What follows belongs to an exercise in optimizing a design on an open flow for small area, a short achievable clock period and few clock cycles; a production flow would make more cautious choices. Only simulation tests tie the RTL to the original design; equivalence was not proved. Power and IR drop assume default switching activity.

Design jenkins_lookup3_mixer, start of the top module:
module jenkins_lookup3_mixer (
    input  wire        clk,
    input  wire        rst,         
    input  wire        cmd_valid,
    output wire        cmd_ready,
    input  wire [35:0] cmd_data,
    output wire        rsp_valid,
    input  wire        rsp_ready,
    output wire [35:0] rsp_data,
    output wire        done
);
For scale: ~1800 cells after synthesis, about 210 flip-flops, about 79 I/O pins, ~15000 sq um of cells after synthesis.
Settings: LEC_CHECK=0, CAP_MARGIN=20, CORE_MARGIN=2, CORE_UTILIZATION=40, PLACE_DENSITY=0.45, SETUP_SLACK_MARGIN=3.2, SLEW_MARGIN=20, TNS_END_PERCENT=0; clock period 6.0 ns.
run.sh (not shown) runs the stock make flow with config.mk's settings and CLKGATE_MAP_FILE= SYNTH_SCRIPT=/design/flow/synth_recipe.tcl, a recipe that flattens the netlist after the stock synthesis.
The starting point finished clean.
Testbench counts at the start, summed over its fixed seeds: cycles 6,729.
Next try:
CTS_BUF_LIST = sky130_fd_sc_hd__clkbuf_4 sky130_fd_sc_hd__clkbuf_8   (was not set)
SETUP_SLACK_MARGIN = 3.5   (was 3.2)
=> The changed run finished with timing, DRC and antenna clean; worst setup slack gets worse by 0.068 ns; register-to-register slack gets worse by 0.07 ns; power shrinks slightly; synthesized area stays the same; sequential power hardly moves; utilization stays flat.


Setup of JK:
Starting RTL as in the previous note.
clock: 6.0 ns
lec_check: 0
cap_margin: 20
core_margin: 2
core_utilization: 40
place_density: 0.45
setup_slack_margin: 3.5
slew_margin: 20
tns_end_percent: 5
JK did not stop at any stage, and its layout met the timing, design-rule and antenna checks.
Testbench counts of JK, summed over its fixed seeds: cycles 6,729.
Edits applied to the flow inputs when going from JK to MS:
# JK
export LEC_CHECK = 0
export CAP_MARGIN = 20
export CORE_MARGIN = 2
export CORE_UTILIZATION = 40
export PLACE_DENSITY = 0.45
export SETUP_SLACK_MARGIN = 3.5
export SLEW_MARGIN = 20
export TNS_END_PERCENT = 5
create_clock -name core_clock -period 6.0 [get_ports {clk}]
# MS
export LEC_CHECK = 0
export CAP_MARGIN = 20
export CORE_MARGIN = 2
export CORE_UTILIZATION = 50
export PLACE_DENSITY = 0.55
export SETUP_SLACK_MARGIN = 3.5
export SLEW_MARGIN = 20
export TNS_END_PERCENT = 0
create_clock -name core_clock -period 6.0 [get_ports {clk}]
## What came out
Going from JK to MS, number of tap cells added at floorplan fell by 84, portion of the clock cycle consumed by the worst path in the final layout fell by 0.89 points, shortest period the worst path allows fell by 0.054 ns.
Diff JK..MS | clock-pin slew on the worst setup and hold paths | negligible
Input-level comparison between AL and MS:
# MS
export LEC_CHECK = 0
export CAP_MARGIN = 20
export CORE_MARGIN = 2
export CORE_UTILIZATION = 50
export PLACE_DENSITY = 0.55
export SETUP_SLACK_MARGIN = 3.5
export SLEW_MARGIN = 20
export TNS_END_PERCENT = 0
create_clock -name core_clock -period 6.0 [get_ports {clk}]
# AL
export LEC_CHECK = 0
export CAP_MARGIN = 20
export CORE_MARGIN = 2
export CORE_UTILIZATION = 45
export PLACE_DENSITY = 0.5
export SETUP_SLACK_MARGIN = 3.5
export SLEW_MARGIN = 20
export TNS_END_PERCENT = 0
create_clock -name core_clock -period 6.0 [get_ports {clk}]
[summary]
Overall routed net length, MS and AL: higher on MS
Summed area of non-filler cells in the final layout: MS vs AL, no meaningful difference
The lower first-pass GRT wire length came out of AL.


Starting RTL as in the previous note.
==> flow/design.v (excerpt) <==
module jenkins_lookup3_mixer (
    input  wire        clk,
    input  wire        rst,         
    input  wire        cmd_valid,
    output wire        cmd_ready,
    input  wire [35:0] cmd_data,
    output wire        rsp_valid,
    input  wire        rsp_ready,
    output wire [35:0] rsp_data,
    output wire        done
);
clock: 6.0 ns
lec_check: 0
cap_margin: 20
core_margin: 2
core_utilization: 40
cts_buf_list: sky130_fd_sc_hd__clkbuf_4 sky130_fd_sc_hd__clkbuf_8
place_density: 0.45
setup_slack_margin: 3.0
slew_margin: 20
Testbench counts at the start, summed over its fixed seeds: cycles 6,729.
Edit:
--- a/flow/config.mk
+++ b/flow/config.mk
@@ -10,3 +10,2 @@
 export CORE_UTILIZATION = 40
-export CTS_BUF_LIST = sky130_fd_sc_hd__clkbuf_4 sky130_fd_sc_hd__clkbuf_8
 export PLACE_DENSITY = 0.45
Total power goes up by 0.62%.
Synthesized area is unchanged.
Routed wire length goes down by 0.37%.
Hold slack stays flat.
Utilization barely changes.
Global-route usage goes down by 0.16 points.
Count of clock-buffer cells in the layout goes down by 22.

[afterwards: timing with drivers on the ports]
Ports are ideal in the flow. The routed layouts listed here were re-timed in OpenROAD. Step 1: set_driving_cell puts a clkbuf_16 on clk and a buf_2 on each other input, an assumption about the parent block. Step 2 times the ports against the registers' clock, not the clock port: input delays grow and output delays shrink by t, the midpoint of the rising clock arrivals with the driver on. Slacks: ideal / step 1 / step 2; pairs: ideal / step 1.
run | t, ns | setup WS [ns] | worst setup path after step 2 | clock arrival spread, ns | pins driven straight from the clock port
the first run of note 1 | 0.613 | 2.627 / 2.627 / 2.068 | input to register | 0.017 / 0.016 | 1
the second run of note 1 | 0.655 | 2.559 / 2.559 / 1.999 | input to register | 0.034 / 0.034 | 1
JK | 0.601 | 2.575 / 2.575 / 2.081 | input to register | 0.019 / 0.019 | 1
MS | 0.579 | 2.628 / 2.628 / 2.185 | input to register | 0.022 / 0.021 | 1
AL | 0.603 | 2.530 / 2.530 / 2.083 | input to register | 0.026 / 0.027 | 1
the first run of note 3 | 0.645 | 2.633 / 2.633 / 2.286 | input to register | 0.032 / 0.032 | 1
the second run of note 3 | 0.622 | 2.593 / 2.593 / 2.312 | input to register | 0.038 / 0.038 | 1
After both steps every run listed still meets setup and hold. The setup slack of the second run of note 1, which loses most, moves by 0.000 ns with the drivers and by -0.560 ns with both steps.
